This is an optimization exercise on Yosys and OpenROAD, whose aim is small area, a short achievable clock period and few clock cycles per item, not a production implementation.
Only simulation tests tie the RTL to the original design; equivalence was not proved.

==> run B: inputs <==
## bbfau_exec
module bbfau_exec (
    input  wire         clk,
    input  wire         rst,         
    input  wire         in_valid,
    output wire         in_ready,
    input  wire [7:0]   in_op,
    input  wire [127:0] in_a,        
    input  wire [127:0] in_b,
    input  wire [63:0]  in_e,        
    output reg          out_valid,
    output wire [127:0] out_res,
    output reg  [1:0]   out_code     
);
Settings: LEC_CHECK=0, CAP_MARGIN=10, CORE_MARGIN=2, CORE_UTILIZATION=40, CTS_BUF_LIST=sky130_fd_sc_hd__clkbuf_8, SLEW_MARGIN=10; clock period 36.0 ns.
standard.sh (not shown) runs the stock make flow with config.mk's settings and CLKGATE_MAP_FILE= SYNTH_SCRIPT=/design/flow/synth_recipe.tcl, a recipe that flattens the netlist after the stock synthesis.
==> flow/flow/run.sh <==
#!/bin/bash
set -euo pipefail
bash standard.sh SETUP_SLACK_MARGIN=27 \
    "BUFFER_PORTS_ARGS=-buffer_cell sky130_fd_sc_hd__buf_1" finish \
    > standard_flow.log 2>&1
==> run F: changes against run B <==
--- a/flow/design.v
+++ b/flow/design.v
@@ -1,31 +1,30 @@
 module bbfau_mpre (
     input  wire [31:0] la,
     input  wire [31:0] lb,
     output wire [31:0] m,
-    output wire [1:0]  mh
+    output wire        lc
 );
     wire [4:0]  lo5 = la[4:0] + lb[4:0];
     wire [4:0]  k5  = {lo5[0], 4'b0} - lo5;
-    wire [33:0] mn  = {2'b10, 32'b0} - {2'b0, la} - {2'b0, lb};
-    assign m  = {mn[31:27] + k5, mn[26:0]};
-    assign mh = mn[33:32];
+    wire [32:0] ls  = {1'b0, la} + {1'b0, lb};
+    assign m  = {k5, 27'b0} - la - lb;
+    assign lc = ls[32];
 endmodule
 module bbfau_redc (
     input  wire [31:0] m,
-    input  wire [1:0]  mh,
+    input  wire        lc,
     input  wire [31:0] hs,
     input  wire [31:0] hc,
     input  wire [31:0] r,
     output wire [31:0] z
 );
     localparam [39:0] NP1 = 40'd0 - {3'b0, 32'd2013265921, 5'b0};
     localparam [39:0] NP2 = 40'd0 - {2'b0, 32'd2013265921, 6'b0};
     wire        nz = |m;
-    wire        lc = !mh[1] && (!mh[0] || !nz);
     wire [39:0] o1 = {4'b0, m, 4'b0};
     wire [39:0] o2 = ~{8'b0, m};                   
     wire [39:0] o3 = {35'b0, m[31:27]};
     wire [39:0] o4 = {3'b0, hs, 5'b0};
     wire [39:0] o5 = {3'b0, hc, 5'b0};
     wire [39:0] o6 = {3'b0, r, 5'b0};
     wire [39:0] s1 = o1 ^ o2 ^ o3;
@@ -5518,15 +5517,15 @@
     reg        u_xc11, u_xone, u_xr2;
     reg        u_yr2, u_yonem, u_yone;
     reg        s2_v, s2_acc, s2_scal, s2_fin, s2_alu, s2_bc;
     reg [1:0]  s2_code;
     reg [31:0] alu_r;
     reg [1:0]  s2_dl;
     reg [31:0] t_m, t_hs, t_hc;
-    reg [1:0]  t_mh;
+    reg        t_lc;
     assign out_res  = {R[3], R[2], R[1], R[0]};
     assign in_ready = rdy;
     wire accept = in_valid && rdy;
     wire [63:0] e_raw = {B[1], B[0]};
     wire [30:0] e_red = f_inv ? INV_E :
                         (A[0] == 32'd0) ? {30'd0, |e_raw} :
                         {mod15_37(e_raw[63:27]), e_raw[26:0]};
@@ -5687,20 +5686,20 @@
         for (k = 0; k < 4; k = k + 1) begin
             mm_x = mm_x | (u_xa[k] ? A[k] : 32'd0) | (u_xr[k] ? R[k] : 32'd0);
             mm_y = mm_y | (u_yb[k] ? B[k] : 32'd0) | (u_ya[k] ? A[k] : 32'd0) |
                           (u_yr[k] ? R[k] : 32'd0);
         end
     end
     wire [31:0] m_la, m_lb, m_hs, m_hc, m_m;
-    wire [1:0]  m_mh;
+    wire        m_lc;
     bbfau_mul32cs u_mul (.x(mm_x), .y(mm_y), .la(m_la), .lb(m_lb), .hs(m_hs), .hc(m_hc));
-    bbfau_mpre    u_pre (.la(m_la), .lb(m_lb), .m(m_m), .mh(m_mh));
+    bbfau_mpre    u_pre (.la(m_la), .lb(m_lb), .m(m_m), .lc(m_lc));
     wire [31:0] racc = s2_acc ? R[s2_dl] : 32'd0;
     wire [31:0] z;
-    bbfau_redc u_redc (.m(t_m), .mh(t_mh), .hs(t_hs), .hc(t_hc), .r(racc), .z(z));
+    bbfau_redc u_redc (.m(t_m), .lc(t_lc), .hs(t_hs), .hc(t_hc), .r(racc), .z(z));
     wire [1:0]  ln   = st[1:0];
     wire [31:0] sx0  = a_neg ? 32'd0 : A[ln];
     wire [31:0] sy0  = a_neg ? A[0]  : B[ln];
     wire        asub = a_sub | a_neg | a_psub | a_cmp;
     wire [32:0] au   = {1'b0, sx0} + {1'b0, asub ? ~sy0 : sy0} + {32'd0, asub};
     wire [32:0] aw   = {1'b0, au[31:0]} + {1'b0, asub ? P : (32'd0 - P)};
     wire [31:0] l0   = asub ? (au[32] ? au[31:0] : aw[31:0])
@@ -5718,15 +5717,15 @@
             end
             B[2] <= in_b[95:64];
             B[3] <= in_b[127:96];
         end
         t_m     <= m_m;
         t_hs    <= m_hs;
         t_hc    <= m_hc;
-        t_mh    <= m_mh;
+        t_lc    <= m_lc;
         s2_dl   <= u_dl;
         s2_acc  <= u_acc;
         s2_scal <= u_scal;
         s2_fin  <= u_fin;
         alu_r   <= a_bc ? A[0] : a_cmp ? cmpv : l0;
         s2_alu  <= u_dir;
         s2_bc   <= a_bc;
==> flow/run.sh (new file) <==
#!/bin/bash
# synth_recipe.tcl (not shown) runs the flow's synth.tcl, then flattens the netlist and writes it again
# the make line also repeats each setting of config.mk as NAME=value (left out here)
make -C /OpenROAD-flow-scripts/flow DESIGN_CONFIG=/design/flow/config.mk WORK_HOME=/design/flow/orfs CLKGATE_MAP_FILE= SYNTH_SCRIPT=/design/flow/synth_recipe.tcl finish
- CAP_MARGIN: 10 -> 20
- CORE_UTILIZATION: 40 -> 35
- CTS_BUF_LIST: sky130_fd_sc_hd__clkbuf_8 -> unset
- SLEW_MARGIN: 10 -> 20
removed: flow/flow/run.sh
removed: flow/standard.sh
==> metrics.md <==
| Metric | Value |
|---|---|
| Clock latency (worst-skew pair) | `0.93 ns` |
| R2r setup slk | `27.03 ns` |
| Multi-input combinational area share | `between 50% and 60%` |
| Synth Area in Adders | `34.4%` |
| Status | `finished clean` |
| Die Wd | `418 microns` |
| Depth of the most critical reg-to-reg path | `32` |
| RSZ-0062 raised after global routing | `yes` |
the above is filed under run B

==> metrics.md <==
| Metric | Value |
|---|---|
| R2r setup slk | `26.38 ns` |
| Clock latency (worst-skew pair) | `0.74 ns` |
| Synth Area in Adders | `34.2%` |
| Status | `finished clean` |
| RSZ-0062 raised after global routing | `no` |
| Die Wd | `450 microns` |
the above is filed under run F

Testbench counts of run B, summed over its fixed seeds: cycles 42,161, commands 4,800.
Testbench counts of run F, summed over its fixed seeds: cycles 42,161, commands 4,800.

-- separate check: timing with driven ports --
In the flow no input, the clock included, has a driving cell. The finished layouts below were timed again as built, in two steps.
Step 1: set_driving_cell puts a clkbuf_16 on clk and a buf_2 on each other input, an assumption about the parent block.
Step 2 times the ports against the registers' clock, not the clock port: input delays grow and output delays shrink by t, the midpoint of the rising clock arrivals with the driver on.
Slacks: ideal ports / drivers / drivers and shift; pairs: ideal ports / drivers.
run	t (ns)	setup WS [ns]	worst setup path at the end	latest minus earliest clock arrival (ns)
run B	0.978	26.986 / 26.890 / 26.332	input to register	0.093 / 0.093
run F	0.788	26.384 / 26.348 / 25.878	input to register	0.058 / 0.059
After both steps setup and hold are still met in every run listed. The setup slack of run B, which loses most, moves by -0.096 ns with the drivers and by -0.654 ns with both steps.
